Context: an optimization exercise on an open-source flow, tuned for small area, a short achievable clock period and few clock cycles per item. The choices shown serve that exercise and are no tape-out recipe.
Function was checked by simulation only, so behaviour that the tests miss may differ from the original.

Design amf_rx, start of the top module:
module amf_rx (
    input  wire        clk,
    input  wire        rst,
    input  wire        in_valid,
    output wire        in_ready,
    input  wire [31:0] sample,
    output reg         frm_valid,
    output wire [63:0] frm_payload,
    output reg         frm_crc_ok
);
Size: roughly 5,000 cells after synthesis, about 260 flip-flops, roughly 100 I/O pins, roughly 34,000 um2 of cells after synthesis.
clock: 35.0 ns
lec_check: 0
abc_area: 1
cap_margin: 20
core_margin: 2
core_utilization: 40
cts_buf_list: sky130_fd_sc_hd__clkbuf_8
slew_margin: 20
standard.sh (not shown) runs the stock make flow with config.mk's settings and CLKGATE_MAP_FILE= SYNTH_SCRIPT=/design/flow/synth_recipe.tcl, a recipe that flattens the netlist after the stock synthesis.
==> flow/flow/run.sh <==
#!/bin/bash
# The standard layout, with two changes to how it is made:
#  - Yosys's synth runs without its early ABC pass (SYNTH_ARGS=-noabc), so
#    that the full adders are found before the logic is remapped and do not
#    need inverters around them; the final ABC mapping is unchanged;
#  - repair_timing is asked for extra setup slack so that the gates on the
#    filter loop are sized for speed.
# The SDC (clock period, I/O delays) is the standard flow's own and is not touched.
set -euo pipefail
export SETUP_SLACK_MARGIN=26
export MAKEFLAGS="SYNTH_ARGS=-noabc"
bash standard.sh > standard.log 2>&1
Testbench counts at the start, summed over its fixed seeds: cycles 882,746, items 882,746.
Edit:
- CTS_BUF_LIST: sky130_fd_sc_hd__clkbuf_8 -> default
Area after synthesis does not change. Setup slack gains 0.031 ns. Cell area stays flat. Via count hardly moves.
Edit:
==> flow/flow/run.sh (replaced) <==
#!/bin/bash
# The standard layout, with repair_timing asked for extra setup slack so
# that the gates on the filter loop are sized for speed.  The SDC (clock
# period, I/O delays) is the standard flow's own and is not touched.
set -euo pipefail
export SETUP_SLACK_MARGIN=27
bash standard.sh > standard.log 2>&1
=>
- via count came out higher by roughly a tenth
- die area rises by a few percent
- cell count grows by roughly a tenth
- clock-buffer cell count drops by 1
- synthesized cell count increases by a little under a tenth

---

amf_rx again, from the RTL that the note above started with.
export LEC_CHECK = 0
export ABC_AREA = 1
export CAP_MARGIN = 20
export CORE_MARGIN = 2
export CORE_UTILIZATION = 30
export SLEW_MARGIN = 20
create_clock -name core_clock -period 35.0 [get_ports {clk}]
==> flow/flow/run.sh <==
#!/bin/bash
# The standard layout, with two changes to how it is made:
#  - Yosys's synth runs without its early ABC pass (SYNTH_ARGS=-noabc), so
#    that the full adders are found before the logic is remapped and do not
#    need inverters around them; the final ABC mapping is unchanged;
#  - repair_timing is asked for extra setup slack so that the gates on the
#    filter loop are sized for speed.
# The SDC (clock period, I/O delays) is the standard flow's own and is not touched.
set -euo pipefail
export SETUP_SLACK_MARGIN=26
export MAKEFLAGS="SYNTH_ARGS=-noabc"
bash standard.sh > standard.log 2>&1
Testbench counts at the start, summed over its fixed seeds: cycles 882,746, items 882,746.
Rerun with:
==> flow/flow/run.sh (replaced) <==
#!/bin/bash
# The standard layout, with repair_timing asked for extra setup slack so
# that the gates on the filter loop are sized for speed.  The SDC (clock
# period, I/O delays) is the standard flow's own and is not touched.
set -euo pipefail
export SETUP_SLACK_MARGIN=26.5
bash standard.sh > standard.log 2>&1
--- a/flow/config.mk
+++ b/flow/config.mk
@@ -9,4 +9,4 @@
 export CAP_MARGIN = 20
 export CORE_MARGIN = 2
-export CORE_UTILIZATION = 30
+export CORE_UTILIZATION = 40
 export SLEW_MARGIN = 20
Setup slack improves by 0.43 ns.
Worst hold slack gets worse by 0.031 ns.
Rerun with:
--- a/flow/flow/run.sh
+++ b/flow/flow/run.sh
@@ -4,4 +4,4 @@
 # period, I/O delays) is the standard flow's own and is not touched.
 set -euo pipefail
-export SETUP_SLACK_MARGIN=26.5
+export SETUP_SLACK_MARGIN=26
 bash standard.sh > standard.log 2>&1
After rerunning: Die area does not change. Final area falls by 5.3%. Worst setup slack degrades by 0.38 ns. Via count decreases by 1.9%. Flip-flop and latch count is unchanged. Critical path depth decreases by 10. Synthesized area stays the same. Global-route usage went down by 0.34 points.
Rerun with:
--- a/flow/config.mk
+++ b/flow/config.mk
@@ -9,4 +9,4 @@
 export CAP_MARGIN = 20
 export CORE_MARGIN = 2
-export CORE_UTILIZATION = 40
+export CORE_UTILIZATION = 60
 export SLEW_MARGIN = 20
What happened: The new run completed with no timing, DRC or antenna violations; final area shrinks by 1.2%; non-clock buffer count fell by 15; final cell count falls by 6.1%; die area goes down by 33%.

-- port drivers added, routing unchanged --
The results above use ideal ports. As a check the final layouts listed here were re-extracted and re-timed, cells and wires unchanged.
Step 1: set_driving_cell puts a clkbuf_16 on clk and a buf_2 on each other input, an assumption about the parent block.
Step 2 moves the port delays by t, midway between the first and last clock arrival at a register: inputs arrive t later, outputs are due t later. That takes back most of the time a late clock gives input paths.
Three values: no drivers, after step 1, after step 2; two values: the first two.
run | t, ns | slack for setup (ns) | worst data-port slew with drivers (ns)
the first run of note 1 | 0.660 | 26.189 / 26.198 / 25.560 | 0.06
the second run of note 1 | 0.639 | 26.220 / 26.208 / 25.611 | 0.06
the third run of note 1 | 0.660 | 26.627 / 26.651 / 25.991 | 0.07
the first run of note 2 | 0.659 | 26.108 / 26.138 / 25.479 | 0.08
the second run of note 2 | 0.633 | 26.539 / 26.563 / 25.930 | 0.06
the third run of note 2 | 0.651 | 26.156 / 26.090 / 25.658 | 0.06
the fourth run of note 2 | 0.649 | 26.092 / 26.125 / 25.477 | 0.06
After both steps setup and hold are still met in every run listed. For the third run of note 1, which loses most, drivers alone change the setup slack by +0.024 ns; drivers and shift together by -0.636 ns.
